Source: an optimization exercise on an open RTL-to-GDS flow (aim: small area, a short achievable clock period and few clock cycles). Production flows keep margins and buffers that such runs may drop.
Function was checked by simulation only, so behaviour that the tests miss may differ from the original.
No activity file was given, so power comes from the tool's default toggle rates.

==> flow/design.v (excerpt) <==
module radixconv (
    input  wire        clk,
    input  wire        rst,
    input  wire        host_valid,
    input  wire        host_we,
    input  wire        host_buf,
    input  wire [6:0]  host_addr,
    input  wire [15:0] host_wdata,
    output reg  [15:0] host_rdata
);
==> flow/config.mk <==
export PLATFORM = sky130hd
export DESIGN_NAME = radixconv
export DESIGN_NICKNAME = radixconv
export VERILOG_FILES = /design/flow/design.v
export SDC_FILE = /design/flow/constraint.sdc
export NUM_CORES = 4
export LEC_CHECK = 0
export CAP_MARGIN = 30
export CORE_MARGIN = 2
export CORE_UTILIZATION = 55
export CTS_BUF_LIST = sky130_fd_sc_hd__clkbuf_4
export CTS_CLUSTER_DIAMETER = 50
export CTS_CLUSTER_SIZE = 8
export SLEW_MARGIN = 30
==> flow/constraint.sdc <==
create_clock -name core_clock -period 10.0 [get_ports {clk}]
set_input_delay 2.0000 -clock core_clock [delete_from_list [all_inputs] [get_ports {clk}]]
set_output_delay 2.0000 -clock core_clock [all_outputs]
set_load 0.01 [all_outputs]
standard.sh (not shown) runs the stock make flow with config.mk's settings and CLKGATE_MAP_FILE= SYNTH_SCRIPT=/design/flow/synth_recipe.tcl, a recipe that flattens the netlist after the stock synthesis.
==> flow/flow/run.sh <==
#!/bin/bash
# The standard layout (the standard.sh: ORFS synthesis to finish), with timing repair aimed at a
# setup margin of 5.25 ns and without gate cloning. The make output goes to flow.log; ORFS keeps each
# step's own log under orfs/logs/.
set -euo pipefail
bash standard.sh SETUP_SLACK_MARGIN=5.25 SKIP_GATE_CLONING=1 finish > flow.log 2>&1
Testbench counts at the start, summed over its fixed seeds: cycles 30,579.
==> next run, changes <==
==> flow/flow/run.sh (replaced) <==
#!/bin/bash
# The standard layout (the standard.sh: ORFS synthesis to finish), with timing repair aimed at a
# setup margin of 5.5 ns and without gate cloning. The make output goes to flow.log; ORFS keeps each
# step's own log under orfs/logs/.
set -euo pipefail
bash standard.sh SETUP_SLACK_MARGIN=5.5 SKIP_GATE_CLONING=1 finish > flow.log 2>&1
--- a/flow/config.mk
+++ b/flow/config.mk
@@ -12,2 +11,0 @@
-export CTS_CLUSTER_DIAMETER = 50
-export CTS_CLUSTER_SIZE = 8
Result: The changed run went through all stages and came out clean. Power is higher by 16%. Synthesized cell count is unchanged. Final cell count climbs by 4.8%.
==> next run, changes <==
--- a/flow/config.mk
+++ b/flow/config.mk
@@ -10 +10 @@
-export CORE_UTILIZATION = 55
+export CORE_UTILIZATION = 65
Result: Combinational power is higher by roughly a tenth; clock power is higher by a few percent; final area came out higher slightly; register-to-register slack is worse by 0.15 ns; global-route usage increases by 5.1 points; clock skew increases by 0.027 ns; cell count is lower by a few percent.
==> next run, changes <==
--- a/flow/config.mk
+++ b/flow/config.mk
@@ -8 +8 @@
-export CAP_MARGIN = 30
+export CAP_MARGIN = 20
@@ -10,3 +10,3 @@
-export CORE_UTILIZATION = 65
-export CTS_BUF_LIST = sky130_fd_sc_hd__clkbuf_4
-export SLEW_MARGIN = 30
+export CORE_UTILIZATION = 55
+export CTS_BUF_LIST = sky130_fd_sc_hd__clkbuf_8
+export SLEW_MARGIN = 20
Result:
- The changed run ran to the end with violations: capacitance limit, slew limit
- first-iteration DRC count drops by roughly a tenth
- worst setup slack improved by 0.13 ns
- flip-flop and latch count does not change

---

old:
radixconv again, from the RTL that the note above started with.
==> flow/config.mk <==
export PLATFORM = sky130hd
export DESIGN_NAME = radixconv
export DESIGN_NICKNAME = radixconv
export VERILOG_FILES = /design/flow/design.v
export SDC_FILE = /design/flow/constraint.sdc
export NUM_CORES = 4
export LEC_CHECK = 0
export CAP_MARGIN = 30
export CORE_MARGIN = 2
export CORE_UTILIZATION = 65
export CTS_BUF_LIST = sky130_fd_sc_hd__clkbuf_8
export SLEW_MARGIN = 30
==> flow/constraint.sdc <==
create_clock -name core_clock -period 10.0 [get_ports {clk}]
set_input_delay 2.0000 -clock core_clock [delete_from_list [all_inputs] [get_ports {clk}]]
set_output_delay 2.0000 -clock core_clock [all_outputs]
set_load 0.01 [all_outputs]
==> flow/flow/run.sh <==
#!/bin/bash
# The standard layout (the standard.sh: ORFS synthesis to finish), with timing repair aimed at a
# setup margin of 5.5 ns and without gate cloning. The make output goes to flow.log; ORFS keeps each
# step's own log under orfs/logs/.
set -euo pipefail
bash standard.sh SETUP_SLACK_MARGIN=5.5 SKIP_GATE_CLONING=1 finish > flow.log 2>&1
Testbench counts of old, summed over its fixed seeds: cycles 30,579.
Here is what was changed in the inputs of new compared with old.
--- a/flow/config.mk
+++ b/flow/config.mk
@@ -10,2 +10,4 @@
-export CORE_UTILIZATION = 65
-export CTS_BUF_LIST = sky130_fd_sc_hd__clkbuf_8
+export CORE_UTILIZATION = 55
+export CTS_BUF_LIST = sky130_fd_sc_hd__clkbuf_4
+export CTS_CLUSTER_DIAMETER = 50
+export CTS_CLUSTER_SIZE = 8
--- outcome ---
Per the comparison of new with old, utilization saw a decrease; fmax now larger; final design instance area without fill now sits lower. Compared with old, new shows a critical path arrival that is 40 ps lower. The lower critical path depth of old and new is in new. Compared with old, new instantiates a larger number of cells. Total number of vias for new is lower than for old.

==> separate check: timing with driven ports <==
How much do the figures lean on ideal ports? The routed layouts below were timed once more, with nothing changed but the port constraints. Step 1 sets driving cells, clkbuf_16 on the clock port and buf_2 on the other inputs (assumed; they add their load-dependent delay and slew). Step 2 adds t to the input delays and takes it off the output delays; t is the mean of the earliest and latest rising clock arrival at the registers after step 1. Input paths then give back, and output paths get back, about the clock's delay inside the block. a / b / c = no drivers / after step 1 / after step 2; a / b = the first two.
| run | t, ns | setup slack, ns | worst setup path after step 2 | worst register clock-pin slew, ns |
|---|---|---|---|---|
| the first run of note 1 | 1.355 | 5.214 / 5.271 / 3.916 | input to register | 0.11 / 0.11 |
| the second run of note 1 | 1.369 | 5.445 / 5.455 / 4.129 | input to register | 0.10 / 0.10 |
| the third run of note 1 | 1.257 | 5.180 / 5.230 / 3.973 | input to register | 0.08 / 0.08 |
| the fourth run of note 1 | 1.036 | 5.314 / 5.355 / 4.319 | input to register | 0.08 / 0.08 |
| old | 1.006 | 5.060 / 5.020 / 4.014 | input to register | 0.08 / 0.08 |
| new | 1.314 | 5.413 / 5.437 / 4.150 | input to register | 0.11 / 0.11 |
The setup slack of the second run of note 1, which loses most, moves by +0.010 ns with the drivers and by -1.316 ns with both steps.
